From an optimization exercise on the open Yosys and OpenROAD flow, aimed at small area and a short achievable clock period; shortcuts taken in it are not production practice. Function was checked by simulation only, so behaviour that the tests miss may differ from the original. Power figures rest on the tool's default switching activity, not on a simulated workload.

## build 87
==> flow/design.v <==
module k2mix_rxdec (
    input  wire        clk,
    input  wire        rst,         
    input  wire        in_valid,
    input  wire [7:0]  in_byte,
    input  wire        in_last,
    output reg         out_valid,
    output reg  [2:0]  out_st,
    output reg  [7:0]  out_cmd,
    output reg  [7:0]  out_plen,
    output reg  [2:0]  out_kind,
    output reg  [7:0]  out_node,
    output reg  [31:0] out_val
);
    localparam [7:0] START_BYTE            = 8'h02;
    localparam [7:0] STOP_BYTE             = 8'h03;
    localparam [7:0] CMD_GET_VALUES        = 8'h04;
    localparam [7:0] CMD_SET_DUTY          = 8'h05;
    localparam [7:0] CMD_SET_CURRENT       = 8'h06;
    localparam [7:0] CMD_SET_CURRENT_BRAKE = 8'h07;
    localparam [7:0] CMD_FORWARD           = 8'h22;
    localparam [2:0] ST_OK    = 3'd1;
    localparam [2:0] ST_SHORT = 3'd2;
    localparam [2:0] ST_START = 3'd3;
    localparam [2:0] ST_LEN   = 3'd4;
    localparam [2:0] ST_SIZE  = 3'd5;
    localparam [2:0] ST_STOP  = 3'd6;
    localparam [2:0] ST_CRC   = 3'd7;
    localparam [2:0] K_RAW = 3'd0, K_DUTY = 3'd1, K_CURRENT = 3'd2,
                     K_BRAKE = 3'd3, K_GETVALUES = 3'd4, K_ROUTED = 3'd5;
    localparam [8:0] POS0 = 9'd508;
    reg         v_r;        
    reg         l_r;        
    reg  [7:0]  b_r;
    always @(posedge clk) begin
        v_r <= in_valid & ~rst;
        l_r <= in_last;
        b_r <= in_byte;
    end
    reg  [8:0]  pos;
    reg  [15:0] crc;
    reg         b0ok;       
    reg         p2is5;      
    wire [15:0] crc_nx;
    wire [7:0]  cx = crc[15:8] ^ b_r;
    wire [7:0]  cy = cx ^ {4'd0, cx[7:4]};
    assign crc_nx = {crc[7:0], 8'd0} ^ {cy[3:0], 12'd0} ^ {3'd0, cy, 5'd0} ^ {8'd0, cy};
    wire at0 = (pos == POS0);
    wire at1 = (pos == POS0 + 9'd1);
    wire at2 = (pos == POS0 + 9'd2);
    wire at3 = (pos == POS0 + 9'd3);
    wire at4 = (pos == 9'd0);
    wire l5  = (out_plen == 8'd5);
    wire l7  = (out_plen == 8'd7);
    wire l1  = (out_plen == 8'd1);
    wire val_sh = (l5 & (at3 | (pos <= 9'd2))) | (l7 & (pos >= 9'd1) & (pos <= 9'd4));
    wire short_c = (pos[8] & pos[7]) | at4;
    wire size_ok = (pos == {1'b0, out_plen});
    reg  [2:0] st;
    always @(*) begin
        if (short_c)                st = ST_SHORT;
        else if (!b0ok)             st = ST_START;
        else if (out_plen == 8'd0)  st = ST_LEN;
        else if (!size_ok)          st = ST_SIZE;
        else if (b_r != STOP_BYTE) st = ST_STOP;
        else if (crc != 16'd0)      st = ST_CRC;
        else                        st = ST_OK;
    end
    wire ok = (st == ST_OK);
    reg [2:0] kind;
    always @(*) begin
        if (l5 && out_cmd == CMD_SET_DUTY)                 kind = K_DUTY;
        else if (l5 && out_cmd == CMD_SET_CURRENT)         kind = K_CURRENT;
        else if (l5 && out_cmd == CMD_SET_CURRENT_BRAKE)   kind = K_BRAKE;
        else if (l1 && out_cmd == CMD_GET_VALUES)          kind = K_GETVALUES;
        else if (l7 && out_cmd == CMD_FORWARD && p2is5)    kind = K_ROUTED;
        else                                               kind = K_RAW;
    end
    wire has_val = (kind == K_DUTY) | (kind == K_CURRENT) | (kind == K_BRAKE) | (kind == K_ROUTED);
    wire last = v_r & l_r;
    always @(posedge clk) begin
        if (rst) begin
            pos       <= POS0;
            out_valid <= 1'b0;
        end else begin
            out_valid <= last;
            if (v_r) begin
                if (l_r)
                    pos <= POS0;
                else if (!(pos[8] & !pos[7]))
                    pos <= pos + 9'd1;
            end
        end
    end
    always @(posedge clk) begin
        if (v_r) begin
            crc <= (at0 | at1) ? 16'd0 : crc_nx;
            if (at0) b0ok  <= (b_r == START_BYTE);
            if (at4) p2is5 <= (b_r == CMD_SET_DUTY);
        end
        out_st   <= st;
        out_kind <= ok ? kind : K_RAW;
        if (last) begin
            if (!ok) out_cmd  <= 8'd0;
            if (!ok) out_plen <= 8'd0;
            if (!(ok && kind == K_ROUTED)) out_node <= 8'd0;
            if (!(ok && has_val)) out_val <= 32'd0;
        end else if (v_r) begin
            if (at1) out_plen <= b_r;
            if (at2) out_cmd  <= b_r;
            if (at3) out_node <= b_r;
            if (val_sh) out_val <= {out_val[23:0], b_r};
        end
    end
endmodule
Settings: LEC_CHECK=0, CAP_MARGIN=20, CORE_MARGIN=2, CORE_UTILIZATION=70, PLACE_DENSITY=0.8, SLEW_MARGIN=20; clock period 10.0 ns.
standard.sh (not shown) runs the stock make flow with config.mk's settings and CLKGATE_MAP_FILE= SYNTH_SCRIPT=/design/flow/synth_recipe.tcl, a recipe that flattens the netlist after the stock synthesis.
==> flow/flow/run.sh <==
#!/bin/bash
# The standard layout, with the port buffers made of the smallest
# buffer (buf_1) instead of the one buffer_ports picks by default.
set -euo pipefail
bash standard.sh 'BUFFER_PORTS_ARGS=-buffer_cell sky130_fd_sc_hd__buf_1' finish > standard_flow.log 2>&1
Build 87: PASS, flow complete, no timing, DRC or antenna violations
Setup changes, build 87 to build 17
- a change of PLACE_DENSITY from 0.8 to 0.6
- a change of CORE_UTILIZATION from 70 to 40
==> flow/flow/run.sh <==
#!/bin/bash
# The standard layout, with the port buffers made of the smallest
# buffer (buf_1) instead of the one buffer_ports picks by default.
set -euo pipefail
bash standard.sh 'BUFFER_PORTS_ARGS=-buffer_cell sky130_fd_sc_hd__buf_1' SETUP_SLACK_MARGIN=7.2 finish > standard_flow.log 2>&1
==> comparison <==
- Build 17 went all the way through the flow, and no timing, DRC or antenna check failed.
- Build 87 went all the way through the flow, and no timing, DRC or antenna check failed.
- Build 17 against build 87; die area is up by more than half.
- Latest clock arrival within the worst-skew pair: build 87 vs build 17, no meaningful difference
- Sort build 87 and build 17 by setup fix buffers added after clock tree synthesis, descending, and build 17 comes first.
- Going from build 87 to build 17, maximum vdd ir drop -47%, routed wire length +3.8%, clock skew ~0 delta.
- Cmp build 87 and build 17 / first-pass iteration count of the detailed router / lower: build 17
- Comparing build 87 and build 17, global-route usage over all layers is lower on build 17.
- Comparing clock network fraction of design power for build 87 and build 17, the smaller number came from build 17.
> inputs changed (build 17 -> build 77)
- an added CTS_CLUSTER_SIZE of 50
- an added CTS_CLUSTER_DIAMETER of 150
==> flow/flow/run.sh <==
#!/bin/bash
# The standard layout, with the port buffers made of the smallest
# buffer (buf_1) instead of the one buffer_ports picks by default.
set -euo pipefail
bash standard.sh 'BUFFER_PORTS_ARGS=-buffer_cell sky130_fd_sc_hd__buf_1' finish > standard_flow.log 2>&1
[summary]
Looking only at reg2reg setup slack, and setting everything else aside, the lower value of build 17 and build 77 goes to build 17. NOTE: post-DP HPWL in build 77 exceeds that of build 17. In build 77 the share of the clock period used by the worst path after layout turned out 1.3 points higher than in build 17. The die area was comparable across build 17 and build 77.
Here is what was changed in the inputs of build 70 compared with build 77.
- CTS_CLUSTER_DIAMETER no longer set, was 150
- CTS_CLUSTER_SIZE no longer set, was 50
Notes after the runs:
Critical path depth essentially unchanged between build 70 and build 77.
On final-layout clock buffer total, build 70 tracks build 77 almost exactly.
Comparing build 77 against build 70, there is no change at all in worst hold slack across all endpoints.
Register-to-register slack delta (build 77 -> build 70): insignificant
Fraction of met2 tracks used by global routing: build 77 vs build 70 identical
Looking at build 77 and build 70, the worst stage delay on the critical path is a wash.
Build 70 vs. build 77: layout overhead on the synthesized area shows no meaningful change, final setup slack of the worst path did not really move.
What build 49 does differently from build 70 at the input level:
==> flow/flow/run.sh <==
#!/bin/bash
# The standard layout, with the port buffers made of the smallest
# buffer (buf_1) instead of the one buffer_ports picks by default.
set -euo pipefail
bash standard.sh 'BUFFER_PORTS_ARGS=-buffer_cell sky130_fd_sc_hd__buf_1' SETUP_SLACK_MARGIN=7.5 finish > standard_flow.log 2>&1
[summary]
Build 49 against build 70: utilization rose 2.5 points, switching power total now sits higher, wire length of the first global-routing pass moved up, final design area excluding fillers increased about 5.4%, iteration count of the initial detailed-routing pass barely changed.
Per the comparison of build 49 with build 70, share of power burned in combinational logic climbed 1.0 points; hold slack barely changed; worst-case setup margin in the final layout climbed 0.13 ns; data arrival time of the worst path dropped 0.14 ns.
Re pin count of the biggest net entering global routing: build 70 was lower than build 49.
Startpoint of the most critical setup path = out_plen[2]: build 70; startpoint of the most critical setup path = out_plen[1]: build 49

==> what the ideal ports hide <==
No port has a modelled driver above. Below, the same layouts with a new extraction and two added sets of constraints. Step 1 (the two cells are an assumption about what drives the block):
set clk [get_ports {clk}]
set_driving_cell -lib_cell sky130_fd_sc_hd__clkbuf_16 $clk
set_driving_cell -lib_cell sky130_fd_sc_hd__buf_2 [delete_from_list [all_inputs] $clk]
Step 2, shift: input delay + t, output delay - t, t = (earliest + latest rising clock arrival at the registers) / 2. This alone moves slack from input paths to output paths. Slacks: ideal / step 1 / step 2; pairs: ideal / step 1.
run | shift t [ns] | setup slack, ns | clock arrival spread, ns | worst register clock-pin slew, ns
build 87 | 0.397 | 6.895 / 6.862 / 7.173 | 0.015 / 0.015 | 0.11 / 0.11
build 17 | 0.399 | 7.032 / 7.000 / 7.184 | 0.018 / 0.018 | 0.10 / 0.10
build 77 | 0.390 | 6.905 / 6.873 / 7.224 | 0.012 / 0.013 | 0.09 / 0.09
build 70 | 0.390 | 6.905 / 6.873 / 7.224 | 0.012 / 0.013 | 0.09 / 0.09
build 49 | 0.384 | 7.038 / 7.007 / 7.335 | 0.013 / 0.012 | 0.10 / 0.10
After both steps setup and hold are still met in every run listed.
